This is an optimization exercise on Yosys and OpenROAD, whose aim is small area, a short achievable clock period and few clock cycles, not a production implementation.
At most, simulation tests tie the RTL to the original design; equivalence was not proved.
Only the layout flow was run in runs 3 and 4; the RTL was not checked for function there.
Power and IR drop assume default switching activity.

==> design.v <==
module c2mux_addr_enc (
    input  wire        clk,
    input  wire        rst,
    input  wire        start,
    input  wire [63:0] id,
    input  wire [3:0]  idlen,
    input  wire [7:0]  subid,
    input  wire        mcast,
    output reg         busy,
    output reg         done,
    output wire [47:0] addr,
    output wire        addr_valid,
    output wire [2:0]  cfgerr
);
    function [5:0] info;
        input [7:0] c;
        input       pad;
        begin
            info = pad ? 6'b111011 : {c[6], c[4:0]};
        end
    endfunction
    function [5:0] conv;
        input [5:0] h;
        begin
            conv = h[5] ? ({1'b0, h[4:0]} + 6'd9) : {2'b00, h[3:0]};
        end
    endfunction
    function valid_char;
        input [7:0] c;
        begin
            valid_char = (c[7:4] == 4'h3 && c[3:0] <= 4'd9) ||
                         (c[7:6] == 2'b01 && c[4:0] != 5'd0 && c[4:0] <= 5'd26);
        end
    endfunction
    reg [1:0] chk;
    reg       bad;
    integer   k;
    always @(*) begin
        bad = 1'b0;
        for (k = 0; k < 8; k = k + 1)
            if (k < idlen && !valid_char(id[8*k +: 8]))
                bad = 1'b1;
        if (subid[7:4] != 4'd0)
            chk = 2'd1;
        else if (idlen > 4'd8)
            chk = 2'd3;
        else if (bad)
            chk = 2'd2;
        else
            chk = 2'd0;
    end
    reg [5:0] ring [0:6];
    reg [5:0] c;
    reg [2:0] kc;           
    reg [2:0] pc;           
    reg [3:0] sub_r;
    reg       mc_r;
    reg [1:0] err_r;
    reg       ok_r;
    wire [5:0]  h    = ring[0];
    wire [8:0]  h5   = {3'd0, h} + {1'd0, h, 2'd0};
    wire [11:0] a37  = {h, 5'd0} + {3'd0, h5};
    wire [6:0]  tl   = {1'b0, a37[5:0]} + {1'b0, c};
    wire [11:0] t    = {a37[11:6] + {5'd0, tl[6]}, tl[5:0]};
    wire        md_a = kc < pc;
    wire        md_b = kc == pc;
    wire [5:0]  out  = md_a ? t[5:0] : (md_b ? c : h);
    wire        fin  = kc == 3'd6 && pc == 3'd7;
    integer j;
    always @(posedge clk) begin
        for (j = 0; j < 6; j = j + 1)
            ring[j] <= busy ? ring[j+1] : info(id[8*(6-j) +: 8], (6 - j) >= idlen);
        ring[6] <= busy ? out : info(id[7:0], idlen == 4'd0);
        if (!busy)
            c <= conv(info(id[63:56], idlen < 4'd8));
        else if (md_a)
            c <= t[11:6];
        else if (md_b)
            c <= conv(h);
        kc <= (!busy || kc == 3'd6) ? 3'd0 : kc + 3'd1;
        if (!busy)
            pc <= 3'd0;
        else if (kc == 3'd6)
            pc <= pc + 3'd1;
        if (!busy) begin
            sub_r <= subid[3:0];
            mc_r  <= mcast;
            err_r <= chk;
            ok_r  <= chk == 2'd0;
        end
        if (rst) begin
            busy <= 1'b0;
            done <= 1'b0;
        end else begin
            done <= busy && fin;
            busy <= busy ? !fin : start;
        end
    end
    assign addr = {ring[6][5:4], sub_r, 1'b1, mc_r, ring[6][3:0], ring[5],
                   ring[4], ring[3], ring[2], ring[1], ring[0]};
    assign addr_valid = ok_r;
    assign cfgerr     = {1'b0, err_r};
endmodule
module c2mux_act_est #(
    parameter N_SPEECH = 320
) (
    input  wire        clk,
    input  wire        rst,
    input  wire        smp_valid,
    input  wire [15:0] smp_data,
    input  wire [31:0] thr,
    output reg         done,
    output wire [39:0] sumsq,
    output reg         below
);
    localparam CNT_W = $clog2(N_SPEECH);
    reg [CNT_W-1:0] cnt;
    reg [14:0]      y;
    reg             s;
    reg             last_r;
    reg             last_q;
    reg             clr;
    reg             rst_q;
    reg [39:0]      acc;
    reg             c_r;
    reg             fin;
    reg [39:0]      sum_r;
    reg [31:0]      thr_sh;
    reg [1:0]       tprev;
    reg [1:0]       cy;
    reg [2:0]       k;
    reg             run;
    reg [30:0] sq0;
    reg [30:0] sq1;
    wire take = smp_valid && !rst;
    wire last = (cnt == N_SPEECH - 1);
    always @(posedge clk) begin
        if (rst)
            cnt <= {CNT_W{1'b0}};
        else if (smp_valid)
            cnt <= last ? {CNT_W{1'b0}} : cnt + 1'b1;
        s      <= take && smp_data[15];
        y      <= take ? (smp_data[14:0] ^ {15{smp_data[15]}}) : 15'd0;
        last_r <= take && last;
    end
    wire [39:0] acc_in = clr ? 40'd0 : acc;
    wire fs0;
    wire fc0;
    wire fs1;
    wire fc1;
    wire fs2;
    wire fc2;
    wire fs3;
    wire fc3;
    wire fs4;
    wire fc4;
    wire fs5;
    wire fc5;
    wire fs6;
    wire fc6;
    wire fs7;
    wire fc7;
    wire fs8;
    wire fc8;
    wire fs9;
    wire fc9;
    wire fs10;
    wire fc10;
    wire fs11;
    wire fc11;
    wire fs12;
    wire fc12;
    wire fs13;
    wire fc13;
    wire fs14;
    wire fc14;
    wire fs15;
    wire fc15;
    wire fs16;
    wire fc16;
    wire fs17;
    wire fc17;
    wire fs18;
    wire fc18;
    wire fs19;
    wire fc19;
    wire fs20;
    wire fc20;
    wire fs21;
    wire fc21;
    wire fs22;
    wire fc22;
    wire fs23;
    wire fc23;
    wire fs24;
    wire fc24;
    wire fs25;
    wire fc25;
    wire fs26;
    wire fc26;
    wire fs27;
    wire fc27;
    wire fs28;
    wire fc28;
    wire fs29;
    wire fc29;
    wire fs30;
    wire fc30;
    wire fs31;
    wire fc31;
    wire fs32;
    wire fc32;
    wire fs33;
    wire fc33;
    wire fs34;
    wire fc34;
    wire fs35;
    wire fc35;
    wire fs36;
    wire fc36;
    wire fs37;
    wire fc37;
    wire fs38;
    wire fc38;
    wire fs39;
    wire fc39;
    wire fs40;
    wire fc40;
    wire fs41;
    wire fc41;
    wire fs42;
    wire fc42;
    wire fs43;
    wire fc43;
    wire fs44;
    wire fc44;
    wire fs45;
    wire fc45;
    wire fs46;
    wire fc46;
    wire fs47;
    wire fc47;
    wire fs48;
    wire fc48;
    wire fs49;
    wire fc49;
    wire fs50;
    wire fc50;
    wire fs51;
    wire fc51;
    wire fs52;
    wire fc52;
    wire fs53;
    wire fc53;
    wire fs54;
    wire fc54;
    wire fs55;
    wire fc55;
    wire fs56;
    wire fc56;
    wire fs57;
    wire fc57;
    wire fs58;
    wire fc58;
    wire fs59;
    wire fc59;
    wire fs60;
    wire fc60;
    wire fs61;
    wire fc61;
    wire fs62;
    wire fc62;
    wire fs63;
    wire fc63;
    wire fs64;
    wire fc64;
    wire fs65;
    wire fc65;
    wire fs66;
    wire fc66;
    wire fs67;
    wire fc67;
    wire fs68;
    wire fc68;
    wire fs69;
    wire fc69;
    wire fs70;
    wire fc70;
    wire fs71;
    wire fc71;
    wire fs72;
    wire fc72;
    wire fs73;
    wire fc73;
    wire fs74;
    wire fc74;
    wire fs75;
    wire fc75;
    wire fs76;
    wire fc76;
    wire fs77;
    wire fc77;
    wire fs78;
    wire fc78;
    wire fs79;
    wire fc79;
    wire fs80;
    wire fc80;
    wire fs81;
    wire fc81;
    wire fs82;
    wire fc82;
    wire fs83;
    wire fc83;
    wire fs84;
    wire fc84;
    wire fs85;
    wire fc85;
    wire fs86;
    wire fc86;
    wire fs87;
    wire fc87;
    wire fs88;
    wire fc88;
    wire fs89;
    wire fc89;
    wire fs90;
    wire fc90;
    wire fs91;
    wire fc91;
    wire fs92;
    wire fc92;
    wire fs93;
    wire fc93;
    wire fs94;
    wire fc94;
    wire fs95;
    wire fc95;
    wire fs96;
    wire fc96;
    wire fs97;
    wire fc97;
    wire fs98;
    wire fc98;
    wire fs99;
    wire fc99;
    wire fs100;
    wire fc100;
    wire fs101;
    wire fc101;
    wire fs102;
    wire fc102;
    wire fs103;
    wire fc103;
    wire fs104;
    wire fc104;
    wire fs105;
    wire fc105;
    wire fs106;
    wire fc106;
    wire fs107;
    wire fc107;
    wire fs108;
    wire fc108;
    wire fs109;
    wire fc109;
    wire fs110;
    wire fc110;
    wire fs111;
    wire fc111;
    wire fs112;
    wire fc112;
    wire fs113;
    wire fc113;
    wire fs114;
    wire fc114;
    wire fs115;
    wire fc115;
    wire fs116;
    wire fc116;
    wire fs117;
    wire fc117;
    wire fs118;
    wire fc118;
    wire fs119;
    wire fc119;
    wire fs120;
    wire fc120;
    wire fs121;
    wire fc121;
    wire fs122;
    wire fc122;
    wire fs123;
    wire fc123;
    wire fs124;
    wire fc124;
    wire fs125;
    wire fc125;
    wire fs126;
    wire fc126;
    wire fs127;
    wire fc127;
    wire fs128;
    wire fc128;
    wire fs129;
    wire fc129;
    wire fs130;
    wire fc130;
    wire fs131;
    wire fc131;
    wire fs132;
    wire fc132;
    wire fs133;
    wire fc133;
    wire fs134;
    wire fc134;
    wire [39:0] xy1;
    wire [39:0] xy2;
    assign fs0 = y[5] ^ (s & y[9]);
    assign fc0 = y[5] & (s & y[9]);
    assign fs1 = (s & y[10]) ^ (y[0] & y[10]);
    assign fc1 = (s & y[10]) & (y[0] & y[10]);
    assign fs2 = y[6] ^ (s & y[11]) ^ (y[0] & y[11]);
    assign fc2 = (y[6] & (s & y[11])) | (y[6] & (y[0] & y[11])) | ((s & y[11]) & (y[0] & y[11]));
    assign fs3 = (y[1] & y[10]) ^ (y[2] & y[9]);
    assign fc3 = (y[1] & y[10]) & (y[2] & y[9]);
    assign fs4 = (s & y[12]) ^ (y[0] & y[12]) ^ (y[1] & y[11]);
    assign fc4 = ((s & y[12]) & (y[0] & y[12])) | ((s & y[12]) & (y[1] & y[11])) | ((y[0] & y[12]) & (y[1] & y[11]));
    assign fs5 = (y[2] & y[10]) ^ (y[3] & y[9]);
    assign fc5 = (y[2] & y[10]) & (y[3] & y[9]);
    assign fs6 = y[7] ^ (s & y[13]) ^ (y[0] & y[13]);
    assign fc6 = (y[7] & (s & y[13])) | (y[7] & (y[0] & y[13])) | ((s & y[13]) & (y[0] & y[13]));
    assign fs7 = (y[1] & y[12]) ^ (y[2] & y[11]) ^ (y[3] & y[10]);
    assign fc7 = ((y[1] & y[12]) & (y[2] & y[11])) | ((y[1] & y[12]) & (y[3] & y[10])) | ((y[2] & y[11]) & (y[3] & y[10]));
    assign fs8 = (y[4] & y[9]) ^ (y[5] & y[8]);
    assign fc8 = (y[4] & y[9]) & (y[5] & y[8]);
    assign fs9 = (s & y[14]) ^ (y[0] & y[14]) ^ (y[1] & y[13]);
    assign fc9 = ((s & y[14]) & (y[0] & y[14])) | ((s & y[14]) & (y[1] & y[13])) | ((y[0] & y[14]) & (y[1] & y[13]));
    assign fs10 = (y[2] & y[12]) ^ (y[3] & y[11]) ^ (y[4] & y[10]);
    assign fc10 = ((y[2] & y[12]) & (y[3] & y[11])) | ((y[2] & y[12]) & (y[4] & y[10])) | ((y[3] & y[11]) & (y[4] & y[10]));
    assign fs11 = (y[5] & y[9]) ^ (y[6] & y[8]);
    assign fc11 = (y[5] & y[9]) & (y[6] & y[8]);
    assign fs12 = y[8] ^ (y[1] & y[14]) ^ (y[2] & y[13]);
    assign fc12 = (y[8] & (y[1] & y[14])) | (y[8] & (y[2] & y[13])) | ((y[1] & y[14]) & (y[2] & y[13]));
    assign fs13 = (y[3] & y[12]) ^ (y[4] & y[11]) ^ (y[5] & y[10]);
    assign fc13 = ((y[3] & y[12]) & (y[4] & y[11])) | ((y[3] & y[12]) & (y[5] & y[10])) | ((y[4] & y[11]) & (y[5] & y[10]));
    assign fs14 = (y[6] & y[9]) ^ (y[7] & y[8]);
    assign fc14 = (y[6] & y[9]) & (y[7] & y[8]);
    assign fs15 = (y[2] & y[14]) ^ (y[3] & y[13]) ^ (y[4] & y[12]);
    assign fc15 = ((y[2] & y[14]) & (y[3] & y[13])) | ((y[2] & y[14]) & (y[4] & y[12])) | ((y[3] & y[13]) & (y[4] & y[12]));
    assign fs16 = (y[5] & y[11]) ^ (y[6] & y[10]);
    assign fc16 = (y[5] & y[11]) & (y[6] & y[10]);
    assign fs17 = y[9] ^ (y[3] & y[14]) ^ (y[4] & y[13]);
    assign fc17 = (y[9] & (y[3] & y[14])) | (y[9] & (y[4] & y[13])) | ((y[3] & y[14]) & (y[4] & y[13]));
    assign fs18 = (y[5] & y[12]) ^ (y[6] & y[11]);
    assign fc18 = (y[5] & y[12]) & (y[6] & y[11]);
    assign fs19 = (y[4] & y[14]) ^ (y[5] & y[13]);
    assign fc19 = (y[4] & y[14]) & (y[5] & y[13]);
    assign fs20 = y[10] ^ (y[5] & y[14]);
    assign fc20 = y[10] & (y[5] & y[14]);
    assign fs21 = y[3] ^ (s & y[5]);
    assign fc21 = y[3] & (s & y[5]);
    assign fs22 = (s & y[6]) ^ (y[0] & y[6]);
    assign fc22 = (s & y[6]) & (y[0] & y[6]);
    assign fs23 = y[4] ^ (s & y[7]) ^ (y[0] & y[7]);
    assign fc23 = (y[4] & (s & y[7])) | (y[4] & (y[0] & y[7])) | ((s & y[7]) & (y[0] & y[7]));
    assign fs24 = (y[1] & y[6]) ^ (y[2] & y[5]);
    assign fc24 = (y[1] & y[6]) & (y[2] & y[5]);
    assign fs25 = (s & y[8]) ^ (y[0] & y[8]) ^ (y[1] & y[7]);
    assign fc25 = ((s & y[8]) & (y[0] & y[8])) | ((s & y[8]) & (y[1] & y[7])) | ((y[0] & y[8]) & (y[1] & y[7]));
    assign fs26 = (y[2] & y[6]) ^ (y[3] & y[5]);
    assign fc26 = (y[2] & y[6]) & (y[3] & y[5]);
    assign fs27 = (y[0] & y[9]) ^ (y[1] & y[8]) ^ (y[2] & y[7]);
    assign fc27 = ((y[0] & y[9]) & (y[1] & y[8])) | ((y[0] & y[9]) & (y[2] & y[7])) | ((y[1] & y[8]) & (y[2] & y[7]));
    assign fs28 = (y[3] & y[6]) ^ (y[4] & y[5]) ^ fs0;
    assign fc28 = ((y[3] & y[6]) & (y[4] & y[5])) | ((y[3] & y[6]) & fs0) | ((y[4] & y[5]) & fs0);
    assign fs29 = (y[1] & y[9]) ^ (y[2] & y[8]) ^ (y[3] & y[7]);
    assign fc29 = ((y[1] & y[9]) & (y[2] & y[8])) | ((y[1] & y[9]) & (y[3] & y[7])) | ((y[2] & y[8]) & (y[3] & y[7]));
    assign fs30 = (y[4] & y[6]) ^ fc0 ^ fs1;
    assign fc30 = ((y[4] & y[6]) & fc0) | ((y[4] & y[6]) & fs1) | (fc0 & fs1);
    assign fs31 = (y[3] & y[8]) ^ (y[4] & y[7]) ^ (y[5] & y[6]);
    assign fc31 = ((y[3] & y[8]) & (y[4] & y[7])) | ((y[3] & y[8]) & (y[5] & y[6])) | ((y[4] & y[7]) & (y[5] & y[6]));
    assign fs32 = fc1 ^ fs3 ^ fs2;
    assign fc32 = (fc1 & fs3) | (fc1 & fs2) | (fs3 & fs2);
    assign fs33 = (y[4] & y[8]) ^ (y[5] & y[7]) ^ fc3;
    assign fc33 = ((y[4] & y[8]) & (y[5] & y[7])) | ((y[4] & y[8]) & fc3) | ((y[5] & y[7]) & fc3);
    assign fs34 = fs5 ^ fc2 ^ fs4;
    assign fc34 = (fs5 & fc2) | (fs5 & fs4) | (fc2 & fs4);
    assign fs35 = (y[6] & y[7]) ^ fc5 ^ fs8;
    assign fc35 = ((y[6] & y[7]) & fc5) | ((y[6] & y[7]) & fs8) | (fc5 & fs8);
    assign fs36 = fc4 ^ fs6 ^ fs7;
    assign fc36 = (fc4 & fs6) | (fc4 & fs7) | (fs6 & fs7);
    assign fs37 = fc8 ^ fs11 ^ fc6;
    assign fc37 = (fc8 & fs11) | (fc8 & fc6) | (fs11 & fc6);
    assign fs38 = fc7 ^ fs10 ^ fs9;
    assign fc38 = (fc7 & fs10) | (fc7 & fs9) | (fs10 & fs9);
    assign fs39 = fc11 ^ fs14 ^ fc10;
    assign fc39 = (fc11 & fs14) | (fc11 & fc10) | (fs14 & fc10);
    assign fs40 = fc9 ^ fs12 ^ fs13;
    assign fc40 = (fc9 & fs12) | (fc9 & fs13) | (fs12 & fs13);
    assign fs41 = (y[7] & y[9]) ^ fc14 ^ fs16;
    assign fc41 = ((y[7] & y[9]) & fc14) | ((y[7] & y[9]) & fs16) | (fc14 & fs16);
    assign fs42 = fc12 ^ fc13 ^ fs15;
    assign fc42 = (fc12 & fc13) | (fc12 & fs15) | (fc13 & fs15);
    assign fs43 = (y[7] & y[10]) ^ (y[8] & y[9]) ^ fc16;
    assign fc43 = ((y[7] & y[10]) & (y[8] & y[9])) | ((y[7] & y[10]) & fc16) | ((y[8] & y[9]) & fc16);
    assign fs44 = fs18 ^ fc15 ^ fs17;
    assign fc44 = (fs18 & fc15) | (fs18 & fs17) | (fc15 & fs17);
    assign fs45 = (y[6] & y[12]) ^ (y[7] & y[11]) ^ (y[8] & y[10]);
    assign fc45 = ((y[6] & y[12]) & (y[7] & y[11])) | ((y[6] & y[12]) & (y[8] & y[10])) | ((y[7] & y[11]) & (y[8] & y[10]));
    assign fs46 = fc18 ^ fs19 ^ fc17;
    assign fc46 = (fc18 & fs19) | (fc18 & fc17) | (fs19 & fc17);
    assign fs47 = (y[6] & y[13]) ^ (y[7] & y[12]) ^ (y[8] & y[11]);
    assign fc47 = ((y[6] & y[13]) & (y[7] & y[12])) | ((y[6] & y[13]) & (y[8] & y[11])) | ((y[7] & y[12]) & (y[8] & y[11]));
    assign fs48 = (y[9] & y[10]) ^ fc19 ^ fs20;
    assign fc48 = ((y[9] & y[10]) & fc19) | ((y[9] & y[10]) & fs20) | (fc19 & fs20);
    assign fs49 = (y[6] & y[14]) ^ (y[7] & y[13]) ^ (y[8] & y[12]);
    assign fc49 = ((y[6] & y[14]) & (y[7] & y[13])) | ((y[6] & y[14]) & (y[8] & y[12])) | ((y[7] & y[13]) & (y[8] & y[12]));
    assign fs50 = (y[9] & y[11]) ^ fc20;
    assign fc50 = (y[9] & y[11]) & fc20;
    assign fs51 = y[11] ^ (y[10] & y[11]) ^ (y[7] & y[14]);
    assign fc51 = (y[11] & (y[10] & y[11])) | (y[11] & (y[7] & y[14])) | ((y[10] & y[11]) & (y[7] & y[14]));
    assign fs52 = (y[8] & y[13]) ^ (y[9] & y[12]);
    assign fc52 = (y[8] & y[13]) & (y[9] & y[12]);
    assign fs53 = (y[10] & y[12]) ^ (y[8] & y[14]);
    assign fc53 = (y[10] & y[12]) & (y[8] & y[14]);
    assign fs54 = y[12] ^ (y[10] & y[13]);
    assign fc54 = y[12] & (y[10] & y[13]);
    assign fs55 = y[2] ^ (s & y[3]);
    assign fc55 = y[2] & (s & y[3]);
    assign fs56 = (s & y[4]) ^ (y[0] & y[4]);
    assign fc56 = (s & y[4]) & (y[0] & y[4]);
    assign fs57 = (y[0] & y[5]) ^ (y[1] & y[4]) ^ (y[2] & y[3]);
    assign fc57 = ((y[0] & y[5]) & (y[1] & y[4])) | ((y[0] & y[5]) & (y[2] & y[3])) | ((y[1] & y[4]) & (y[2] & y[3]));
    assign fs58 = (y[1] & y[5]) ^ (y[2] & y[4]) ^ fc21;
    assign fc58 = ((y[1] & y[5]) & (y[2] & y[4])) | ((y[1] & y[5]) & fc21) | ((y[2] & y[4]) & fc21);
    assign fs59 = (y[3] & y[4]) ^ fc22 ^ fs24;
    assign fc59 = ((y[3] & y[4]) & fc22) | ((y[3] & y[4]) & fs24) | (fc22 & fs24);
    assign fs60 = fc24 ^ fs26 ^ fc23;
    assign fc60 = (fc24 & fs26) | (fc24 & fc23) | (fs26 & fc23);
    assign fs61 = fc26 ^ fc25 ^ fs27;
    assign fc61 = (fc26 & fc25) | (fc26 & fs27) | (fc25 & fs27);
    assign fs62 = fc27 ^ fs29 ^ fc28;
    assign fc62 = (fc27 & fs29) | (fc27 & fc28) | (fs29 & fc28);
    assign fs63 = fc29 ^ fs31 ^ fc30;
    assign fc63 = (fc29 & fs31) | (fc29 & fc30) | (fs31 & fc30);
    assign fs64 = fc31 ^ fs33 ^ fc32;
    assign fc64 = (fc31 & fs33) | (fc31 & fc32) | (fs33 & fc32);
    assign fs65 = fc33 ^ fs35 ^ fc34;
    assign fc65 = (fc33 & fs35) | (fc33 & fc34) | (fs35 & fc34);
    assign fs66 = fc35 ^ fc36 ^ fs37;
    assign fc66 = (fc35 & fc36) | (fc35 & fs37) | (fc36 & fs37);
    assign fs67 = fc37 ^ fc38 ^ fs39;
    assign fc67 = (fc37 & fc38) | (fc37 & fs39) | (fc38 & fs39);
    assign fs68 = fs41 ^ fc39 ^ fc40;
    assign fc68 = (fs41 & fc39) | (fs41 & fc40) | (fc39 & fc40);
    assign fs69 = fc41 ^ fs43 ^ fc42;
    assign fc69 = (fc41 & fs43) | (fc41 & fc42) | (fs43 & fc42);
    assign fs70 = fs45 ^ fc43 ^ fc44;
    assign fc70 = (fs45 & fc43) | (fs45 & fc44) | (fc43 & fc44);
    assign fs71 = fc45 ^ fs47 ^ fs48;
    assign fc71 = (fc45 & fs47) | (fc45 & fs48) | (fs47 & fs48);
    assign fs72 = fc47 ^ fs49 ^ fs50;
    assign fc72 = (fc47 & fs49) | (fc47 & fs50) | (fs49 & fs50);
    assign fs73 = fs52 ^ fc49 ^ fs51;
    assign fc73 = (fs52 & fc49) | (fs52 & fs51) | (fc49 & fs51);
    assign fs74 = (y[9] & y[13]) ^ fc52 ^ fs53;
    assign fc74 = ((y[9] & y[13]) & fc52) | ((y[9] & y[13]) & fs53) | (fc52 & fs53);
    assign fs75 = (y[11] & y[12]) ^ (y[9] & y[14]) ^ fc53;
    assign fc75 = ((y[11] & y[12]) & (y[9] & y[14])) | ((y[11] & y[12]) & fc53) | ((y[9] & y[14]) & fc53);
    assign fs76 = (y[10] & y[14]) ^ (y[11] & y[13]);
    assign fc76 = (y[10] & y[14]) & (y[11] & y[13]);
    assign fs77 = y[13] ^ (y[11] & y[14]);
    assign fc77 = y[13] & (y[11] & y[14]);
    assign fs78 = y[1] ^ (s & y[1]);
    assign fc78 = y[1] & (s & y[1]);
    assign fs79 = (s & y[2]) ^ (y[0] & y[2]);
    assign fc79 = (s & y[2]) & (y[0] & y[2]);
    assign fs80 = (y[0] & y[3]) ^ (y[1] & y[2]) ^ fs55;
    assign fc80 = ((y[0] & y[3]) & (y[1] & y[2])) | ((y[0] & y[3]) & fs55) | ((y[1] & y[2]) & fs55);
    assign fs81 = (y[1] & y[3]) ^ fc55 ^ fs56;
    assign fc81 = ((y[1] & y[3]) & fc55) | ((y[1] & y[3]) & fs56) | (fc55 & fs56);
    assign fs82 = fc56 ^ fs21 ^ fs57;
    assign fc82 = (fc56 & fs21) | (fc56 & fs57) | (fs21 & fs57);
    assign fs83 = fs22 ^ fc57 ^ fs58;
    assign fc83 = (fs22 & fc57) | (fs22 & fs58) | (fc57 & fs58);
    assign fs84 = fs23 ^ fc58 ^ fs59;
    assign fc84 = (fs23 & fc58) | (fs23 & fs59) | (fc58 & fs59);
    assign fs85 = fs25 ^ fc59 ^ fs60;
    assign fc85 = (fs25 & fc59) | (fs25 & fs60) | (fc59 & fs60);
    assign fs86 = fs28 ^ fc60 ^ fs61;
    assign fc86 = (fs28 & fc60) | (fs28 & fs61) | (fc60 & fs61);
    assign fs87 = fs30 ^ fc61 ^ fs62;
    assign fc87 = (fs30 & fc61) | (fs30 & fs62) | (fc61 & fs62);
    assign fs88 = fs32 ^ fc62 ^ fs63;
    assign fc88 = (fs32 & fc62) | (fs32 & fs63) | (fc62 & fs63);
    assign fs89 = fs34 ^ fc63 ^ fs64;
    assign fc89 = (fs34 & fc63) | (fs34 & fs64) | (fc63 & fs64);
    assign fs90 = fs36 ^ fc64 ^ fs65;
    assign fc90 = (fs36 & fc64) | (fs36 & fs65) | (fc64 & fs65);
    assign fs91 = fs38 ^ fc65 ^ fs66;
    assign fc91 = (fs38 & fc65) | (fs38 & fs66) | (fc65 & fs66);
    assign fs92 = fs40 ^ fc66 ^ fs67;
    assign fc92 = (fs40 & fc66) | (fs40 & fs67) | (fc66 & fs67);
    assign fs93 = fs42 ^ fc67 ^ fs68;
    assign fc93 = (fs42 & fc67) | (fs42 & fs68) | (fc67 & fs68);
    assign fs94 = fs44 ^ fc68 ^ fs69;
    assign fc94 = (fs44 & fc68) | (fs44 & fs69) | (fc68 & fs69);
    assign fs95 = fs46 ^ fc69 ^ fs70;
    assign fc95 = (fs46 & fc69) | (fs46 & fs70) | (fc69 & fs70);
    assign fs96 = fc46 ^ fs71 ^ fc70;
    assign fc96 = (fc46 & fs71) | (fc46 & fc70) | (fs71 & fc70);
    assign fs97 = fc48 ^ fs72 ^ fc71;
    assign fc97 = (fc48 & fs72) | (fc48 & fc71) | (fs72 & fc71);
    assign fs98 = fc50 ^ fs73 ^ fc72;
    assign fc98 = (fc50 & fs73) | (fc50 & fc72) | (fs73 & fc72);
    assign fs99 = fc51 ^ fs74 ^ fc73;
    assign fc99 = (fc51 & fs74) | (fc51 & fc73) | (fs74 & fc73);
    assign fs100 = fs54 ^ fc74 ^ fs75;
    assign fc100 = (fs54 & fc74) | (fs54 & fs75) | (fc74 & fs75);
    assign fs101 = fc54 ^ fs76 ^ fc75;
    assign fc101 = (fc54 & fs76) | (fc54 & fc75) | (fs76 & fc75);
    assign fs102 = (y[12] & y[13]) ^ fc76 ^ fs77;
    assign fc102 = ((y[12] & y[13]) & fc76) | ((y[12] & y[13]) & fs77) | (fc76 & fs77);
    assign fs103 = (y[12] & y[14]) ^ fc77;
    assign fc103 = (y[12] & y[14]) & fc77;
    assign fs104 = y[14] ^ (y[13] & y[14]);
    assign fc104 = y[14] & (y[13] & y[14]);
    always @(posedge clk) begin
        sq0 <= {1'b0, fc104, fs104, fs103, fs102, fc100, fs100, fs99, fs98, fs97, fc95, fc94, fc93, fc92, fc91, fc90, fc89, fc88, fc87, fc86, fc85, fc84, fc83, fc82, fc81, fc80, fc79, fc78, (y[0] & y[1]), (s & y[0]), s};
        sq1 <= {1'b0, 1'b0, fc103, fc102, fc101, fs101, fc99, fc98, fc97, fc96, fs96, fs95, fs94, fs93, fs92, fs91, fs90, fs89, fs88, fs87, fs86, fs85, fs84, fs83, fs82, fs81, fs80, fs79, fs78, 1'b0, y[0]};
    end
    assign fs105 = sq0[0] ^ sq1[0];
    assign fc105 = sq0[0] & sq1[0];
    assign fs106 = sq0[1] ^ acc_in[1];
    assign fc106 = sq0[1] & acc_in[1];
    assign fs107 = sq0[2] ^ sq1[2] ^ acc_in[2];
    assign fc107 = (sq0[2] & sq1[2]) | (sq0[2] & acc_in[2]) | (sq1[2] & acc_in[2]);
    assign fs108 = sq0[3] ^ sq1[3] ^ acc_in[3];
    assign fc108 = (sq0[3] & sq1[3]) | (sq0[3] & acc_in[3]) | (sq1[3] & acc_in[3]);
    assign fs109 = sq0[4] ^ sq1[4] ^ acc_in[4];
    assign fc109 = (sq0[4] & sq1[4]) | (sq0[4] & acc_in[4]) | (sq1[4] & acc_in[4]);
    assign fs110 = sq0[5] ^ sq1[5] ^ acc_in[5];
    assign fc110 = (sq0[5] & sq1[5]) | (sq0[5] & acc_in[5]) | (sq1[5] & acc_in[5]);
    assign fs111 = sq0[6] ^ sq1[6] ^ acc_in[6];
    assign fc111 = (sq0[6] & sq1[6]) | (sq0[6] & acc_in[6]) | (sq1[6] & acc_in[6]);
    assign fs112 = sq0[7] ^ sq1[7] ^ acc_in[7];
    assign fc112 = (sq0[7] & sq1[7]) | (sq0[7] & acc_in[7]) | (sq1[7] & acc_in[7]);
    assign fs113 = sq0[8] ^ sq1[8] ^ acc_in[8];
    assign fc113 = (sq0[8] & sq1[8]) | (sq0[8] & acc_in[8]) | (sq1[8] & acc_in[8]);
    assign fs114 = sq0[9] ^ sq1[9] ^ acc_in[9];
    assign fc114 = (sq0[9] & sq1[9]) | (sq0[9] & acc_in[9]) | (sq1[9] & acc_in[9]);
    assign fs115 = sq0[10] ^ sq1[10] ^ acc_in[10];
    assign fc115 = (sq0[10] & sq1[10]) | (sq0[10] & acc_in[10]) | (sq1[10] & acc_in[10]);
    assign fs116 = sq0[11] ^ sq1[11] ^ acc_in[11];
    assign fc116 = (sq0[11] & sq1[11]) | (sq0[11] & acc_in[11]) | (sq1[11] & acc_in[11]);
    assign fs117 = sq0[12] ^ sq1[12] ^ acc_in[12];
    assign fc117 = (sq0[12] & sq1[12]) | (sq0[12] & acc_in[12]) | (sq1[12] & acc_in[12]);
    assign fs118 = sq0[13] ^ sq1[13] ^ acc_in[13];
    assign fc118 = (sq0[13] & sq1[13]) | (sq0[13] & acc_in[13]) | (sq1[13] & acc_in[13]);
    assign fs119 = sq0[14] ^ sq1[14] ^ acc_in[14];
    assign fc119 = (sq0[14] & sq1[14]) | (sq0[14] & acc_in[14]) | (sq1[14] & acc_in[14]);
    assign fs120 = sq0[15] ^ sq1[15] ^ acc_in[15];
    assign fc120 = (sq0[15] & sq1[15]) | (sq0[15] & acc_in[15]) | (sq1[15] & acc_in[15]);
    assign fs121 = sq0[16] ^ sq1[16] ^ acc_in[16];
    assign fc121 = (sq0[16] & sq1[16]) | (sq0[16] & acc_in[16]) | (sq1[16] & acc_in[16]);
    assign fs122 = sq0[17] ^ sq1[17] ^ acc_in[17];
    assign fc122 = (sq0[17] & sq1[17]) | (sq0[17] & acc_in[17]) | (sq1[17] & acc_in[17]);
    assign fs123 = sq0[18] ^ sq1[18] ^ acc_in[18];
    assign fc123 = (sq0[18] & sq1[18]) | (sq0[18] & acc_in[18]) | (sq1[18] & acc_in[18]);
    assign fs124 = sq0[19] ^ sq1[19] ^ acc_in[19];
    assign fc124 = (sq0[19] & sq1[19]) | (sq0[19] & acc_in[19]) | (sq1[19] & acc_in[19]);
    assign fs125 = sq0[20] ^ sq1[20] ^ acc_in[20];
    assign fc125 = (sq0[20] & sq1[20]) | (sq0[20] & acc_in[20]) | (sq1[20] & acc_in[20]);
    assign fs126 = sq0[21] ^ sq1[21] ^ acc_in[21];
    assign fc126 = (sq0[21] & sq1[21]) | (sq0[21] & acc_in[21]) | (sq1[21] & acc_in[21]);
    assign fs127 = sq0[22] ^ sq1[22] ^ acc_in[22];
    assign fc127 = (sq0[22] & sq1[22]) | (sq0[22] & acc_in[22]) | (sq1[22] & acc_in[22]);
    assign fs128 = sq0[23] ^ sq1[23] ^ acc_in[23];
    assign fc128 = (sq0[23] & sq1[23]) | (sq0[23] & acc_in[23]) | (sq1[23] & acc_in[23]);
    assign fs129 = sq0[24] ^ sq1[24] ^ acc_in[24];
    assign fc129 = (sq0[24] & sq1[24]) | (sq0[24] & acc_in[24]) | (sq1[24] & acc_in[24]);
    assign fs130 = sq0[25] ^ sq1[25] ^ acc_in[25];
    assign fc130 = (sq0[25] & sq1[25]) | (sq0[25] & acc_in[25]) | (sq1[25] & acc_in[25]);
    assign fs131 = sq0[26] ^ sq1[26] ^ acc_in[26];
    assign fc131 = (sq0[26] & sq1[26]) | (sq0[26] & acc_in[26]) | (sq1[26] & acc_in[26]);
    assign fs132 = sq0[27] ^ sq1[27] ^ acc_in[27];
    assign fc132 = (sq0[27] & sq1[27]) | (sq0[27] & acc_in[27]) | (sq1[27] & acc_in[27]);
    assign fs133 = sq0[28] ^ sq1[28] ^ acc_in[28];
    assign fc133 = (sq0[28] & sq1[28]) | (sq0[28] & acc_in[28]) | (sq1[28] & acc_in[28]);
    assign fs134 = sq0[29] ^ acc_in[29];
    assign fc134 = sq0[29] & acc_in[29];
    assign xy1 = {acc_in[39], acc_in[38], acc_in[37], acc_in[36], acc_in[35], acc_in[34], acc_in[33], acc_in[32], acc_in[31], acc_in[30], fs134, fc132, fc131, fc130, fc129, fc128, fc127, fc126, fc125, fc124, fc123, fc122, fc121, fc120, fc119, fc118, fc117, fc116, fc115, fc114, fc113, fc112, fc111, fc110, fc109, fc108, fc107, fc106, fc105, acc_in[0]};
    assign xy2 = {1'b0, 1'b0, 1'b0, 1'b0, 1'b0, 1'b0, 1'b0, 1'b0, 1'b0, fc134, fc133, fs133, fs132, fs131, fs130, fs129, fs128, fs127, fs126, fs125, fs124, fs123, fs122, fs121, fs120, fs119, fs118, fs117, fs116, fs115, fs114, fs113, fs112, fs111, fs110, fs109, fs108, fs107, fs106, fs105};
    wire        cin    = !clr && c_r;
    wire [20:0] lo_sum = {1'b0, xy1[19:0]} + {1'b0, xy2[19:0]};
    wire [21:0] hi_sum = {1'b0, xy1[39:20], 1'b1} + {1'b0, xy2[39:20], cin};
    wire [39:0] acc_nxt = {hi_sum[20:1], lo_sum[19:0]};
    always @(posedge clk) begin
        last_q <= !rst && last_r;
        acc    <= acc_nxt;
        c_r    <= lo_sum[20];
        rst_q  <= rst;
        clr    <= rst || rst_q || last_q;
        fin    <= !rst && last_q;
    end
    wire [4:0] sv = (k == 3'd7) ? 5'd0 : sum_r[9:5];
    wire [4:0] t1 = thr_sh[4:0];
    wire [4:0] t4 = {thr_sh[2:0], (k == 3'd0) ? 2'b00 : tprev};
    wire [6:0] dv = {2'b0, sv} + {2'b0, ~t1} + {2'b0, ~t4} + {5'b0, cy};
    always @(posedge clk) begin
        sum_r <= fin ? {acc[39:20] + {19'd0, c_r}, acc[19:0]} : {sum_r[4:0], sum_r[39:5]};
        if (last)
            thr_sh <= thr;
        else if (run)
            thr_sh <= {5'd0, thr_sh[31:5]};
        tprev <= thr_sh[4:3];
        cy    <= fin ? 2'd2 : dv[6:5];
        k     <= fin ? 3'd0 : k + 3'd1;
        if (run && k == 3'd7)
            below <= dv[4];
        if (rst) begin
            run  <= 1'b0;
            done <= 1'b0;
        end else begin
            run  <= fin || (run && k != 3'd7);
            done <= run && k == 3'd7;
        end
    end
    assign sumsq = sum_r;
endmodule
module c2mux_dp (
    input  wire        clk,
    input  wire        rst,           
    input  wire        enc_start,     
    input  wire [63:0] enc_id,        
    input  wire [3:0]  enc_idlen,
    input  wire [7:0]  enc_subid,     
    input  wire        enc_mcast,
    output wire        enc_busy,
    output wire        enc_done,
    output wire [47:0] addr,          
    output wire        addr_valid,
    output wire [2:0]  cfgerr,
    input  wire        smp_valid,
    input  wire [15:0] smp_data,      
    input  wire [31:0] thr,           
    output wire        est_done,
    output wire [39:0] sumsq,
    output wire        est_data       
);
    c2mux_addr_enc u_enc (
        .clk        (clk),
        .rst        (rst),
        .start      (enc_start),
        .id         (enc_id),
        .idlen      (enc_idlen),
        .subid      (enc_subid),
        .mcast      (enc_mcast),
        .busy       (enc_busy),
        .done       (enc_done),
        .addr       (addr),
        .addr_valid (addr_valid),
        .cfgerr     (cfgerr)
    );
    c2mux_act_est #(.N_SPEECH(320)) u_est (
        .clk       (clk),
        .rst       (rst),
        .smp_valid (smp_valid),
        .smp_data  (smp_data),
        .thr       (thr),
        .done      (est_done),
        .sumsq     (sumsq),
        .below     (est_data)
    );
endmodule
==> flow/run.sh <==
#!/bin/bash
# Layout flow: the standard ORFS flow (standard.sh), with two changes to
# how the layout is made:
#  - ports are buffered with sky130_fd_sc_hd__buf_2 instead of the default
#    delay cell chosen by buffer_ports (still one buffer on every port);
#  - timing repair aims for more setup slack than the 10 ns clock needs.
# The clock period, SDC, synthesis, floorplan, power grid and tap cells are
# the standard flow's own. Each tool's output goes to the ORFS logs under orfs/logs and
# to flow.log here.
set -uo pipefail
bash standard.sh \
  BUFFER_PORTS_ARGS="-buffer_cell sky130_fd_sc_hd__buf_2" \
  SETUP_SLACK_MARGIN=6.8 \
  finish > flow.log 2>&1
st=$?
mkdir -p logs
cp -r orfs/logs/. logs/ 2>/dev/null || true
exit $st
==> standard.sh <==
#!/bin/bash
# synth_recipe.tcl (not shown) runs the flow's synth.tcl, then flattens the netlist and writes it again
# the make line also repeats each setting of config.mk as NAME=value (left out here)
make -C /OpenROAD-flow-scripts/flow DESIGN_CONFIG=/design/flow/config.mk WORK_HOME=/design/flow/orfs CLKGATE_MAP_FILE= SYNTH_SCRIPT=/design/flow/synth_recipe.tcl "${@:-finish}"
==> config.mk <==
export PLATFORM = sky130hd
export DESIGN_NAME = c2mux_dp
export DESIGN_NICKNAME = c2mux_dp
export VERILOG_FILES = /design/flow/design.v
export SDC_FILE = /design/flow/constraint.sdc
export NUM_CORES = 4
export LEC_CHECK = 0
export CAP_MARGIN = 20
export CORE_MARGIN = 2
export CORE_UTILIZATION = 60
export CTS_BUF_LIST = sky130_fd_sc_hd__clkbuf_16
export CTS_CLUSTER_DIAMETER = 100
export CTS_CLUSTER_SIZE = 25
export SLEW_MARGIN = 20
==> constraint.sdc <==
create_clock -name core_clock -period 10.0 [get_ports {clk}]
set_input_delay 2.0000 -clock core_clock [delete_from_list [all_inputs] [get_ports {clk}]]
set_output_delay 2.0000 -clock core_clock [all_outputs]
set_load 0.01 [all_outputs]
==> reports/qor.txt, run 1 <==
vias per cell = 5.38
largest area contributor in the netlist = dfxtp_1
Worst setup SP type = flop
CP Max Fanout = 5
post-DP HPWL = 27,000 um
Slew @ Worst Pin = 0.790 ns
CTS root buffer = clkbuf_16
Crit Path Class = flop to output port
hold_sp = u_est.thr_sh[3]
Worst slew margin = 0.474
first-pass GRT wire length = 58,900 um
Inserted Clock Buffers = 15
net count reported at finish = 2,247
Syn Inst Count = 1,708
Inst Count DP = 2,215
status = timing/DRC/antenna clean
post-synth top area share = 0.282
Die Span Y = 168 um
Power Dens Cells = 129 nW/um^2
yosys synthesis warning count = 3
CTS max path bufs = 3
setup TNS = 0 ns
antenna violations before repair = 0
die area = 28,300 um^2
Reg2Reg Capture Point = u_enc.c[2]
layout cell share with drive strength beyond 1 = 0.175
Post-synth EDFFs = 47
CTS tree = built
worst setup path startpoint = u_enc.ring[0][3]
clock sink count = 275
Peak VDD IR = 0.000115 V
most frequent cells in the layout = inv_1, buf_2, dfxtp_1, nand2_1, fa_1
core area = 26,700 um^2
# fillers = 2,216
Syn Area/Cell = 9.48 um^2
chip width = 168 um
gpl congestion = 0.892
Layout Area Growth over Synthesis = 12.8%
register area share after synthesis = 0.369
most common cell after layout, fill and taps aside = inv_1
site row count = 60
leak pwr = 8.67 nW
met1 Use GR = 0.369
Ports = 225
Clock Pin Slew Worst Setup and Hold Paths = 0.10 ns
Hold Vio Cnt, Final = 0
Max Cap Viol = 0
Total GRT Usage = 0.254
drt pass-1 iters = 5
reg2reg start = u_enc.ring[0][1]
slowest stage delay, CP = 0.38 ns
Req. time, crit path = 8.00 ns
R2R Setup Slk = 6.88 ns
GR peak layer = met2
synthesis-stage register bit count = 275
FFs w/ async S/R, synth = 0
Residual DRC = 0
Final min period = 3.17 ns
diodes inserted = 0
M3 GR Usage = 0.0327
worst path cell trace = buf_4, buf_2
Buffers on Ports = 222
Worst-Skew Late Latency = 0.50 ns
Netlist cell types = 73
skew final = 0.0110 ns
# setup viols final = 0
R2R cell count = 11
Vias = 12,100
Tcrit/Tclk final = 0.317
Congestion Overflow GR = 0
Syn Nets = 2,054
min-delay worst type = flop to flop
post-synthesis instance area = 16,200 um^2
CTS H-Tree Depth = 1
largest net degree at the start of global routing = 63
synth top area cells = dfxtp_1, fa_1, edfxtp_1
Fmax = 315 MHz
Initial DRC Count = 752
Starting Density = 0.606
WP data arrival = 1.17 ns
CP Capture Type = output port
RSZ-0062 raised after global routing = true
hold depth = 0
ys flop type = dfxtp_1
vias in the first global route = 11,900
met2 Use GR = 0.414
post-route ant nets = 0
Post-Route WL = 35,900 um
Hold-fix buffers, CTS = 0
Worst Hold End = u_est.tprev[0]
Worst path slowest cell = dfxtp_4
Non-Filler Instances = 2,248
WL per Instance = 16.0 um
Max Slew Vio Count = 0
layer usage:
metal / vias up / part of all wire
li1: 5958 / -
met4: 0 / 0.021
met2: 338 / 0.45
met3: 50 / 0.052
met5: - / 0
met1: 5738 / 0.47
critical path: cells and delay by family, from the launching register on:
kind / cells / cell delay (ns)
buffers and inverters: 2 / 0.30
DFF: 1 / 0.38
metrics by stage:
step	total power [W]	setup WS, ns	area [um^2]	utilization	hold slack (ns)
after detailed placement	0.00172	6.25	17500	0.656	0.360
after global routing	0.00248	6.77	18300	0.684	0.392
final	0.00236	6.83	18300	0.684	0.382
after floorplan	0.00156	6.61	16200	-	0.348
after CTS	0.00236	6.72	18000	0.675	0.384
after global placement	0.00171	6.27	17500	0.656	0.366
report_power, final:
part	switching, W	internal (W)	leakage [nW]	total [W]
sequential	0.0000657	0.00119	2.30	0.00125
clock	0.000367	0.000280	0.225	0.000647
combinational	0.000250	0.000205	6.14	0.000454
total	0.000682	0.00167	8.67	0.00236
registers in the layout (all words and copies together), names as in the netlist, 2 cells and up:
| signal | count |
|---|---|
| u_enc.err_r | 2 |
| u_enc.c | 6 |
| u_enc.sub_r | 4 |
| u_enc.kc | 3 |
| u_enc.ring | 42 |
| u_est.sq0 | 30 |
| u_enc.pc | 3 |
| u_est.k | 3 |
| u_est.sq1 | 28 |
| u_est.thr_sh | 32 |
| u_est.cy | 2 |
| u_est.tprev | 2 |
| u_est.y | 15 |
| u_est.sum_r | 40 |
| u_est.acc | 40 |
| u_est.cnt | 9 |
Yosys cell counts (7+ instances only):
library cell / n
inv_1: 238
nor2_1: 87
o22a_1: 27
dfxtp_1: 228
mux2i_1: 10
nand3_1: 17
and3_1: 9
o21ai_0: 51
clkbuf_1: 51
a21oi_1: 77
nor2b_1: 32
a31oi_1: 13
nor3_1: 17
xor2_1: 34
or3_1: 7
nand4_1: 11
a21o_1: 15
and2_1: 95
xnor2_1: 54
nand2b_1: 37
o211ai_1: 11
o21bai_1: 9
o21a_1: 8
ha_1: 106
fa_1: 111
edfxtp_1: 47
nand2_1: 179
mux2_2: 23
worst max-delay path by stage:
stage	end	slack, ns	depth (start not counted)
finish	addr[3]	6.83	2
global route	u_est.acc[19]	6.77	10
CTS	u_enc.c[2]	6.72	12
detailed placement	u_enc.err_r[1]	6.25	7
global placement	u_enc.err_r[1]	6.27	7
floorplan	u_enc.err_r[1]	6.61	6
area by class of cell:
type | instances | area (um^2) | area share
Timing Repair Buffer | 238 | 1310 | 0.0716
Clock buffer | 15 | 375 | 0.0205
Inverter | 239 | 897 | 0.0491
Tap cell | 341 | 427 | 0.0233
Sequential cell | 275 | 6000 | 0.329
Clock inverter | 8 | 47.5 | 0.00260
Multi-Input combinational cell | 1132 | 9220 | 0.504
kinds of logic after synthesis:
group / synth area share
fa+ha+maj: 0.219
xor+xnor: 0.0476
compound gates: 0.112
flops: 0.369
simple gates: 0.159
buf+inv: 0.0708
mux: 0.0222
other cells: 0.000464
timing repair:
item	in CTS	in global routing
cloned	1	1
resized for setup	17	39
endpoints found under the setup margin	24	28
buffers inserted	1	7
pin swaps	0	6
Testbench counts, summed over its fixed seeds: cycles 10,328.
==> inputs of run 2 (changes only) <==
--- a/config.mk
+++ b/config.mk
@@ -9,6 +9,3 @@
 export CORE_MARGIN = 2
 export CORE_UTILIZATION = 60
-export CTS_BUF_LIST = sky130_fd_sc_hd__clkbuf_16
-export CTS_CLUSTER_DIAMETER = 100
-export CTS_CLUSTER_SIZE = 25
 export SLEW_MARGIN = 20
==> reports/qor.txt, run 2 <==
status = timing/DRC/antenna clean
Req. time, crit path = 8.00 ns
Largest regs = u_enc.ring: 42 flops, u_est.acc: 40 flops, u_est.sum_r: 40 flops
worst path cell trace = buf_6, buf_2
part of the power in registers = 0.431
gpl congestion = 0.892
CTS root buffer = clkbuf_16
Fmax = 313 MHz
diodes inserted = 0
Congestion Overflow GR = 0
Tcrit/Tclk final = 0.319
most frequent cells in the layout = inv_1, buf_2, dfxtp_1, nand2_1, fa_1
Netlist cell types = 73
core area = 26,700 um^2
Die Span Y = 168 um
Final min period = 3.19 ns
leak pwr = 8.98 nW
CTS max path bufs = 3
antenna violations before repair = 0
Ports = 225
RSZ-0062 raised after global routing = true
Post-synth top cells = inv_1, dfxtp_1, nand2_1
die area = 28,300 um^2
Inst Count DP = 2,215
Post-Route WL = 36,700 um
# setup viols final = 0
CTS tree = built
Comb power frac = 0.159
synthesis-stage register bit count = 275
Worst slew margin = 0.481
ys flop type = dfxtp_1
area of the multi-input gates = 9220 um^2
chip width = 168 um
Worst setup SP type = flop
Sw Share = 0.267
largest area contributor in the netlist = dfxtp_1
most common cell in the netlist = inv_1
delay-heaviest family, CP = flip-flops
Post-synth EDFFs = 47
Residual DRC = 0
FFs w/ async S/R, synth = 0
Layout Area Growth over Synthesis = 17.1%
worst path bufs/invs = 2
largest net degree at the start of global routing = 63
Max Cap Viol = 0
Slew @ Worst Pin = 0.778 ns
# fillers = 2,160
Max Slew Vio Count = 0
WP data arrival = 1.19 ns
setup TNS = 0 ns
vias in the first global route = 12,200
final core utilization = 0.710
post-synthesis instance area = 16,200 um^2
CP Max Fanout = 7
min-delay worst type = flop to flop
Peak VDD IR = 0.000144 V
register area share after synthesis = 0.369
Syn Area/Cell = 9.48 um^2
most common cell after layout, fill and taps aside = inv_1
drt pass-1 iters = 6
Hold-fix buffers, CTS = 0
max reg flops = 42
clock sink count = 275
skew final = 0.0203 ns
Initial DRC Count = 624
Worst-Skew Late Latency = 0.56 ns
Starting Density = 0.606
CP Capture Type = output port
site row count = 60
Buffers on Ports = 222
vias per cell = 5.37
Crit Path Class = flop to output port
Worst path slowest cell = dfxtp_4
Hold Vio Cnt, Final = 0
post-DP HPWL = 27,000 um
Syn Inst Count = 1,708
Cell Int Power = 0.00214 W
net count reported at finish = 2,262
most flop-heavy register = u_enc.ring
post-route ant nets = 0
slowest stage delay, CP = 0.38 ns
post-synth top area share = 0.282
synth top area cells = dfxtp_1, fa_1, edfxtp_1
Clock Pin Slew Worst Setup and Hold Paths = 0.06 ns
sw power = 0.000780 W
clock power share = 0.410
yosys synthesis warning count = 3
Non-Filler Instances = 2,281
Total GRT Usage = 0.258
register area = 6010 um^2
Syn Nets = 2,054
Inserted Clock Buffers = 30
Power Dens Cells = 154 nW/um^2
WL per Instance = 16.1 um
layout cell share with drive strength beyond 1 = 0.189
first-pass GRT wire length = 59,800 um
CTS H-Tree Depth = 1
Vias = 12,300
run 2: cell counts after synthesis:
Identical to the previous run, type by type.
run 2: cell type report:
| cell class | instances | area share |
|---|---|---|
| clock buffer | 39 | 0.0457 |
| clock inverter | 17 | 0.0121 |
| inverter | 239 | 0.0473 |
| multi-input combinational | 1132 | 0.486 |
| sequential | 275 | 0.317 |
| tap | 341 | 0.0225 |
| timing repair buffer | 238 | 0.0695 |
run 2: cells by family (layout without fill, tap and decap cells):
group	count (synthesis)	count (layout)	synth area share
AND/OR/NAND/NOR	519	519	0.159
buffers and inverters	301	533	0.0708
flip-flops	275	275	0.369
AO/OA/AOI/OAI	273	273	0.112
adder cells (fa/ha/maj)	217	217	0.219
XOR/XNOR	88	88	0.0476
multiplexers	33	33	0.0222
other	2	2	0.000464
run 2: through the flow:
stage | cell area (um^2) | power, W | setup slack [ns] | hold WS [ns]
6_report | 19000 | 0.00292 | 6.81 | 0.373
2_1_floorplan | 16200 | 0.00156 | 6.61 | 0.348
3_5_place_dp | 17500 | 0.00172 | 6.25 | 0.360
5_1_grt | 19000 | 0.00305 | 6.75 | 0.382
4_1_cts | 18700 | 0.00292 | 6.79 | 0.375
3_3_place_gp | 17500 | 0.00171 | 6.27 | 0.366
run 2: path summary, 6_finish.rpt:
kind,startpoint,to,depth (start not counted),slack (ns)
worst max-delay path,u_enc.ring[0][5],addr[5],2,6.81
worst min-delay path,u_est.thr_sh[3],u_est.tprev[0],0,0.37
worst max register to register,u_enc.ring[0][1],u_enc.c[2],11,6.90
worst min register to register,u_est.thr_sh[3],u_est.tprev[0],0,0.37
run 2: what timing repair did:
action | in CTS | in global routing
setup buffers | 1 | 7
resized for setup | 21 | 36
gates cloned | 1 | 1
pin swaps | 0 | 7
endpoints found under the hold margin | 0 | 0
setup endpoints to repair | 23 | 24
run 2: power groups by stage:
| stage | clock [W] | combinational [W] | sequential [W] |
|---|---|---|---|
| 6_report | 0.00120 | 0.000464 | 0.00126 |
| 5_1_grt | 0.00127 | 0.000523 | 0.00126 |
| 4_1_cts | 0.00122 | 0.000444 | 0.00126 |
| 3_5_place_dp | 0 | 0.000437 | 0.00128 |
| 3_3_place_gp | 0 | 0.000428 | 0.00128 |
| 2_1_floorplan | 0 | 0.000308 | 0.00126 |
run 2: layer usage:
layer	global-route usage	vias up	wire, um
met5	0	-	0
met4	0.0607	0	852
met3	0.0428	65	2090
met2	0.419	355	16700
met1	0.364	5821	17000
li1	-	6011	-
==> inputs of run 3 (changes only) <==
--- a/design.v
+++ b/design.v
@@ -126,6 +126,5 @@
     reg             fin;
     reg [39:0]      sum_r;
-    reg [31:0]      thr_sh;
-    reg [1:0]       tprev;
+    reg [31:0]      thr_rot;
     reg [1:0]       cy;
     reg [2:0]       k;
@@ -705,17 +704,16 @@
         fin    <= !rst && last_q;
     end
+    wire [4:0] m1 = (k == 3'd7) ? 5'b00000 : (k == 3'd6) ? 5'b00011 : 5'b11111;
+    wire [4:0] m4 = (k == 3'd7) ? 5'b00000 : (k == 3'd6) ? 5'b01111 :
+                    (k == 3'd0) ? 5'b11100 : 5'b11111;
     wire [4:0] sv = (k == 3'd7) ? 5'd0 : sum_r[9:5];
-    wire [4:0] t1 = thr_sh[4:0];
-    wire [4:0] t4 = {thr_sh[2:0], (k == 3'd0) ? 2'b00 : tprev};
+    wire [4:0] t1 = thr_rot[21:17] & m1;
+    wire [4:0] t4 = thr_rot[19:15] & m4;
     wire [6:0] dv = {2'b0, sv} + {2'b0, ~t1} + {2'b0, ~t4} + {5'b0, cy};
     always @(posedge clk) begin
-        sum_r <= fin ? {acc[39:20] + {19'd0, c_r}, acc[19:0]} : {sum_r[4:0], sum_r[39:5]};
-        if (last)
-            thr_sh <= thr;
-        else if (run)
-            thr_sh <= {5'd0, thr_sh[31:5]};
-        tprev <= thr_sh[4:3];
-        cy    <= fin ? 2'd2 : dv[6:5];
-        k     <= fin ? 3'd0 : k + 3'd1;
+        sum_r   <= fin ? {acc[39:20] + {19'd0, c_r}, acc[19:0]} : {sum_r[4:0], sum_r[39:5]};
+        thr_rot <= last ? thr : {thr_rot[4:0], thr_rot[31:5]};
+        cy      <= fin ? 2'd2 : dv[6:5];
+        k       <= fin ? 3'd0 : k + 3'd1;
         if (run && k == 3'd7)
             below <= dv[4];
--- a/flow/run.sh
+++ b/flow/run.sh
@@ -2,5 +2,5 @@
 # Layout flow: the standard ORFS flow (standard.sh), with two changes to
 # how the layout is made:
-#  - ports are buffered with sky130_fd_sc_hd__buf_2 instead of the default
+#  - ports are buffered with sky130_fd_sc_hd__buf_1 instead of the default
 #    delay cell chosen by buffer_ports (still one buffer on every port);
 #  - timing repair aims for more setup slack than the 10 ns clock needs.
@@ -10,5 +10,5 @@
 set -uo pipefail
 bash standard.sh \
-  BUFFER_PORTS_ARGS="-buffer_cell sky130_fd_sc_hd__buf_2" \
+  BUFFER_PORTS_ARGS="-buffer_cell sky130_fd_sc_hd__buf_1" \
   SETUP_SLACK_MARGIN=6.8 \
   finish > flow.log 2>&1
--- a/config.mk
+++ b/config.mk
@@ -9,3 +9,6 @@
 export CORE_MARGIN = 2
 export CORE_UTILIZATION = 60
+export CTS_BUF_LIST = sky130_fd_sc_hd__clkbuf_16
+export CTS_CLUSTER_DIAMETER = 100
+export CTS_CLUSTER_SIZE = 25
 export SLEW_MARGIN = 20
==> reports/qor.txt, run 3 <==
Post-synth top cells = dfxtp_1, inv_1, nand2_1
# setup viols final = 0
R2R Setup Slk = 6.75 ns
leak pwr = 7.93 nW
diodes inserted = 0
hold depth = 1
post-route ant nets = 0
Residual DRC = 0
clock sink count = 273
R2R cell count = 12
Total GRT Usage = 0.256
hold_sp = u_est.k[0]
Largest regs = u_enc.ring: 42 flops, u_est.acc: 40 flops, u_est.sum_r: 40 flops
drt pass-1 iters = 5
largest area contributor in the netlist = dfxtp_1
Starting Density = 0.608
Syn Inst Count = 1,668
first-pass GRT wire length = 58,300 um
net count reported at finish = 2,221
Buffers on Ports = 222
ys flop type = dfxtp_1
Post-Route WL = 35,500 um
Netlist cell types = 71
Slew @ Worst Pin = 1.02 ns
Max Cap Viol = 0
chip width = 166 um
most common cell in the netlist = dfxtp_1
core area = 25,900 um^2
post-synth top area share = 0.328
Synth Area in XOR/XNOR = 0.0523
min-delay worst type = flop to flop
reg2reg start = u_est.clr
Adder-Cell Fraction of Synth Area = 0.227
Fmax = 308 MHz
Worst path slowest cell = fa_1
Peak VDD IR = 0.000168 V
Syn Area/Cell = 9.44 um^2
WP data arrival = 3.62 ns
die area = 27,600 um^2
Die Span Y = 166 um
most common cell after layout, fill and taps aside = dfxtp_1
Reg2Reg Capture Point = u_est.c_r
mux contribution to synthesized area = 0.0450
Post-synth EDFFs = 15
Syn Nets = 2,014
Post-Synth Simple-Gate Area = 0.152
Hold Vio Cnt, Final = 0
slowest stage delay, CP = 0.54 ns
Worst-Skew Late Latency = 0.50 ns
Hold-fix buffers, CTS = 0
skew final = 0.0224 ns
Max Slew Vio Count = 0
register area share after synthesis = 0.357
Crit Path Class = flop to flop
largest net degree at the start of global routing = 64
Worst Hold End = u_est.k[0]
CP Max Fanout = 12
most frequent cells in the layout = dfxtp_1, inv_1, buf_1, nand2_1, fa_1
setup TNS = 0 ns
max reg flops = 42
Tcrit/Tclk final = 0.325
most flop-heavy register = u_enc.ring
CTS H-Tree Depth = 1
layout cell share with drive strength beyond 1 = 0.0926
Initial DRC Count = 814
Clock Pin Slew Worst Setup and Hold Paths = 0.10 ns
Worst setup SP type = flop
WL per Instance = 16.0 um
Congestion Overflow GR = 0
post-DP HPWL = 26,700 um
status = timing/DRC/antenna clean
CTS root buffer = clkbuf_16
vias per cell = 5.31
pre-CTS setup slack = 6.00 ns
Final WS setup = 6.75 ns
Worst slew margin = 0.318
largest family of logic cells by synthesized area = adder cells
CTS max path bufs = 3
CTS tree = built
yosys synthesis warning count = 3
worst path cell trace = buf_12, nand2b_1, fa_1, inv_1, ha_1, o21ai_0, nor2_1, nor2_1, a21oi_2, a41oi_2, o21ai_2, a31o_2
gpl congestion = 0.950
Req. time, crit path = 10.38 ns
vias in the first global route = 11,500
Power Dens Cells = 130 nW/um^2
Vias = 11,800
Final min period = 3.25 ns
antenna violations before repair = 0
CP Capture Type = flop
post-synthesis instance area = 15,700 um^2
Synth Area in Compound Gates = 0.0997
Inserted Clock Buffers = 15
synth top area cells = dfxtp_1, fa_1, ha_1
site row count = 59
FFs w/ async S/R, synth = 0
Ports = 225
CP most frequent cell = nor2_1
RSZ-0062 raised after global routing = true
synthesis-stage register bit count = 273
Layout Area Growth over Synthesis = 13.0%
[run 3: logic make-up after synthesis]
group,count (synthesis)
simple gates,482
buf+inv,277
flops,273
compound gates,257
fa+ha+maj,219
xor+xnor,94
mux,64
other cells,2
[run 3: worst max-delay path by stage]
stage / slack, ns / cells after the start / startpoint / end
final: 6.75 / 12 / u_est.clr / u_est.c_r
after detailed placement: 6.00 / 6 / enc_idlen[3] / u_enc.err_r[1]
after floorplan: 6.61 / 6 / enc_idlen[1] / u_enc.err_r[1]
after global placement: 5.98 / 6 / enc_idlen[3] / u_enc.err_r[1]
after global routing: 6.62 / 12 / u_est.clr / u_est.c_r
after CTS: 6.74 / 2 / u_enc.busy / enc_busy
[run 3: per-layer routing]
layer / up-vias / routed length, um / GRT usage
met1: 5593 / 16900 / 0.374
met2: 311 / 16100 / 0.410
met4: 0 / 753 / 0.0609
li1: 5809 / - / -
met5: - / 0 / 0
met3: 45 / 1770 / 0.0327
[run 3: critical path, delay by kind of cell (launching register included)]
kind | cells | cell delay (ns)
flip-flops | 1 | 0.39
AND/OR/NAND/NOR | 3 | 0.50
adder cells (fa/ha/maj) | 2 | 0.90
AO/OA/AOI/OAI | 5 | 1.14
buffers and inverters | 2 | 0.20
[run 3: area by class of cell]
| cell class | count | area, um^2 |
|---|---|---|
| multi-input cells | 1118 | 9310 |
| fillers | 2120 | 8120 |
| flip-flops and latches | 273 | 5640 |
| repair buffers | 248 | 1150 |
| inverters | 219 | 825 |
| well taps | 335 | 419 |
| clock buffers | 15 | 375 |
| clock inverters | 7 | 67.6 |
[run 3: where the power goes]
group	switching, W	internal, W	total (W)
registers	0.0000667	0.00116	0.00123
clock network	0.000356	0.000305	0.000661
logic	0.000243	0.000190	0.000432
total	0.000665	0.00166	0.00232
[run 3: through the flow]
step	utilization	cell area, um^2	hold WS, ns	total power (W)	std cells
2_1_floorplan	-	15800	0.377	0.00151	1668
3_3_place_gp	0.649	16800	0.390	0.00164	2172
3_5_place_dp	0.649	16800	0.393	0.00165	2172
4_1_cts	0.677	17500	0.417	0.00232	2203
5_1_grt	0.687	17800	0.431	0.00245	2215
6_report	0.687	17800	0.416	0.00232	2215
[run 3: what timing repair did]
| action | 4_1_cts | 5_1_grt |
|---|---|---|
| resized for setup | 40 | 43 |
| setup buffers | 6 | 11 |
| pin swaps | 7 | 17 |
| endpoints found under the setup margin | 34 | 23 |
| cloned | 3 | 1 |
==> inputs of run 4 (changes only) <==
--- a/flow/run.sh
+++ b/flow/run.sh
@@ -11,5 +11,5 @@
 bash standard.sh \
   BUFFER_PORTS_ARGS="-buffer_cell sky130_fd_sc_hd__buf_1" \
-  SETUP_SLACK_MARGIN=6.8 \
+  SETUP_SLACK_MARGIN=7.2 \
   finish > flow.log 2>&1
 st=$?
==> reports/qor.txt, run 4 <==
status = timing/DRC/antenna clean
Post-synth EDFFs = 15
Final min period = 3.11 ns
Post-Synth Simple-Gate Area = 0.152
Crit Path Class = flop to output port
most flop-heavy register = u_enc.ring
total power = 0.00245 W
CTS H-Tree Depth = 1
chip width = 166 um
Worst slew margin = 0.330
most frequent cells in the layout = inv_1, dfxtp_1, nand2_1, buf_1, fa_1
Syn Nets = 2,014
Hold Vio Cnt, Final = 0
total placed instance area = 17,000 um^2
max reg flops = 42
yosys synthesis warning count = 3
slowest stage delay, CP = 0.46 ns
Power Dens Cells = 121 nW/um^2
Post-synth top cells = dfxtp_1, inv_1, nand2_1
worst path bufs/invs = 1
leak pwr = 9.08 nW
vias per cell = 5.50
synth top area cells = dfxtp_1, fa_1, ha_1
mux contribution to synthesized area = 0.0450
Slew @ Worst Pin = 1.01 ns
Adder-Cell Fraction of Synth Area = 0.227
Die Span Y = 166 um
largest area contributor in the netlist = dfxtp_1
# setup viols final = 0
Max Cap Viol = 0
Syn Inst Count = 1,668
CTS tree = built
Largest regs = u_enc.ring: 42 flops, u_est.acc: 40 flops, u_est.sum_r: 40 flops
diodes inserted = 0
gpl congestion = 0.937
Worst-Skew Late Latency = 0.51 ns
most common cell after layout, fill and taps aside = inv_1
clock sink count = 273
worst path cell trace = buf_6
setup TNS = 0 ns
post-synth top area share = 0.328
synthesis-stage register bit count = 273
largest family of logic cells by synthesized area = adder cells
CTS max path bufs = 3
Tcrit/Tclk final = 0.311
net count reported at finish = 2,313
drt pass-1 iters = 5
WP data arrival = 1.11 ns
CTS root buffer = clkbuf_16
Netlist cell types = 71
Inserted Clock Buffers = 14
area of the multi-input gates = 10,200 um^2
register area share after synthesis = 0.357
Residual DRC = 0
Req. time, crit path = 8.00 ns
post-synthesis instance area = 15,700 um^2
die area = 27,600 um^2
Ports = 225
layout cell share with drive strength beyond 1 = 0.294
delay-heaviest family, CP = flip-flops
CP Capture Type = output port
Starting Density = 0.608
first-pass GRT wire length = 64,100 um
design area = 20,300 um^2
CP Max Fanout = 1
site row count = 59
Layout Area Growth over Synthesis = 28.6%
Hold-fix buffers, CTS = 0
Synth Area in Compound Gates = 0.0997
Buffers on Ports = 222
post-route ant nets = 0
Initial DRC Count = 890
Synth Area in XOR/XNOR = 0.0523
# fillers = 1,790
skew final = 0.0283 ns
WL per Instance = 17.8 um
Vias = 12,700
Worst setup SP type = flop
vias in the first global route = 12,600
antenna violations before repair = 0
post-DP HPWL = 27,200 um
Clock Pin Slew Worst Setup and Hold Paths = 0.10 ns
Post-Route WL = 41,100 um
FFs w/ async S/R, synth = 0
ys flop type = dfxtp_1
Worst path slowest cell = edfxtp_1
Max Slew Vio Count = 0
register area = 5800 um^2
Congestion Overflow GR = 0
RSZ-0062 raised after global routing = true
Fmax = 321 MHz
Peak VDD IR = 0.000135 V
Total GRT Usage = 0.283
core area = 25,900 um^2
Syn Area/Cell = 9.44 um^2
most common cell in the netlist = dfxtp_1
largest net degree at the start of global routing = 64
min-delay worst type = flop to flop
==> run 4: through the flow <==
| step | std cells | utilization | setup slack [ns] | hold WS, ns |
|---|---|---|---|---|
| floorplan | 1668 | - | 6.61 | 0.377 |
| global placement | 2171 | 0.657 | 6.06 | 0.389 |
| detailed placement | 2171 | 0.657 | 6.00 | 0.390 |
| CTS | 2270 | 0.753 | 6.87 | 0.412 |
| global route | 2306 | 0.782 | 6.84 | 0.430 |
| finish | 2306 | 0.782 | 6.89 | 0.411 |
==> run 4: final cells by class <==
class,count,share of cell area
sequential,273,0.286
tap,335,0.0207
timing repair buffer,341,0.129
multi-input combinational,1118,0.504
inverter,219,0.0408
clock inverter,5,0.000927
clock buffer,15,0.0185
==> run 4: cell families after synthesis <==
group                    after synthesis
AO/OA/AOI/OAI                        257
XOR/XNOR                              94
adder cells (fa/ha/maj)              219
buffers and inverters                277
flip-flops                           273
multiplexers                          64
other                                  2
AND/OR/NAND/NOR                      482
==> run 4: per-layer routing <==
layer | wire [um] | share of wire | vias up | track usage
li1 | - | - | 5995 | -
met2 | 19900 | 0.48 | 441 | 0.480
met1 | 17500 | 0.43 | 6165 | 0.390
met5 | 0 | 0 | - | 0
met3 | 2460 | 0.060 | 79 | 0.0357
met4 | 1220 | 0.030 | 0 | 0.0684
==> run 4: path summary, 6_finish.rpt <==
check / start / slack, ns / cells past startpoint / to
worst min-delay path: u_est.rst_q / 0.41 / 1 / u_est.clr
worst max-delay path: u_enc.err_r[1] / 6.89 / 1 / cfgerr[1]
worst min register to register: u_est.rst_q / 0.41 / 1 / u_est.clr
worst max register to register: u_est.clr / 6.97 / 11 / u_est.acc[39]
==> run 4: where the power goes <==
group / switching, W / internal (W)
registers: 0.0000711 / 0.00116
clock network: 0.000352 / 0.000272
logic: 0.000298 / 0.000292
==> run 4: timing repair <==
| action | in CTS | in global routing |
|---|---|---|
| pin swaps | 55 | 77 |
| cloned | 3 | 0 |
| setup endpoints to repair | 201 | 162 |
| gates resized for setup | 408 | 120 |
| setup buffers | 76 | 36 |

## re-timing with driven ports
The results above use ideal ports. As a check the final layouts listed here were re-extracted and re-timed, cells and wires unchanged.
Step 1: set_driving_cell puts a clkbuf_16 on clk and a buf_2 on each other input, an assumption about the parent block.
Step 2 times the ports against the registers' clock, not the clock port: input delays grow and output delays shrink by t, the midpoint of the rising clock arrivals with the driver on.
Slacks: no drivers / after step 1 / after step 2; pairs: no drivers / after step 1.
| run | t (ns) | setup WS [ns] | worst setup path after step 2 | cell pins on the clock port's net |
|---|---|---|---|---|
| run 1 | 0.528 | 6.830 / 6.792 / 6.330 | input to register | 1 |
| run 2 | 0.591 | 6.806 / 6.768 / 6.288 | input to register | 1 |
| run 3 | 0.532 | 6.755 / 6.755 / 6.312 | input to register | 1 |
| run 4 | 0.549 | 6.887 / 6.831 / 6.405 | input to register | 1 |
After both steps every run listed still meets setup and hold. For run 2, which loses most, drivers alone change the setup slack by -0.038 ns; drivers and shift together by -0.518 ns.
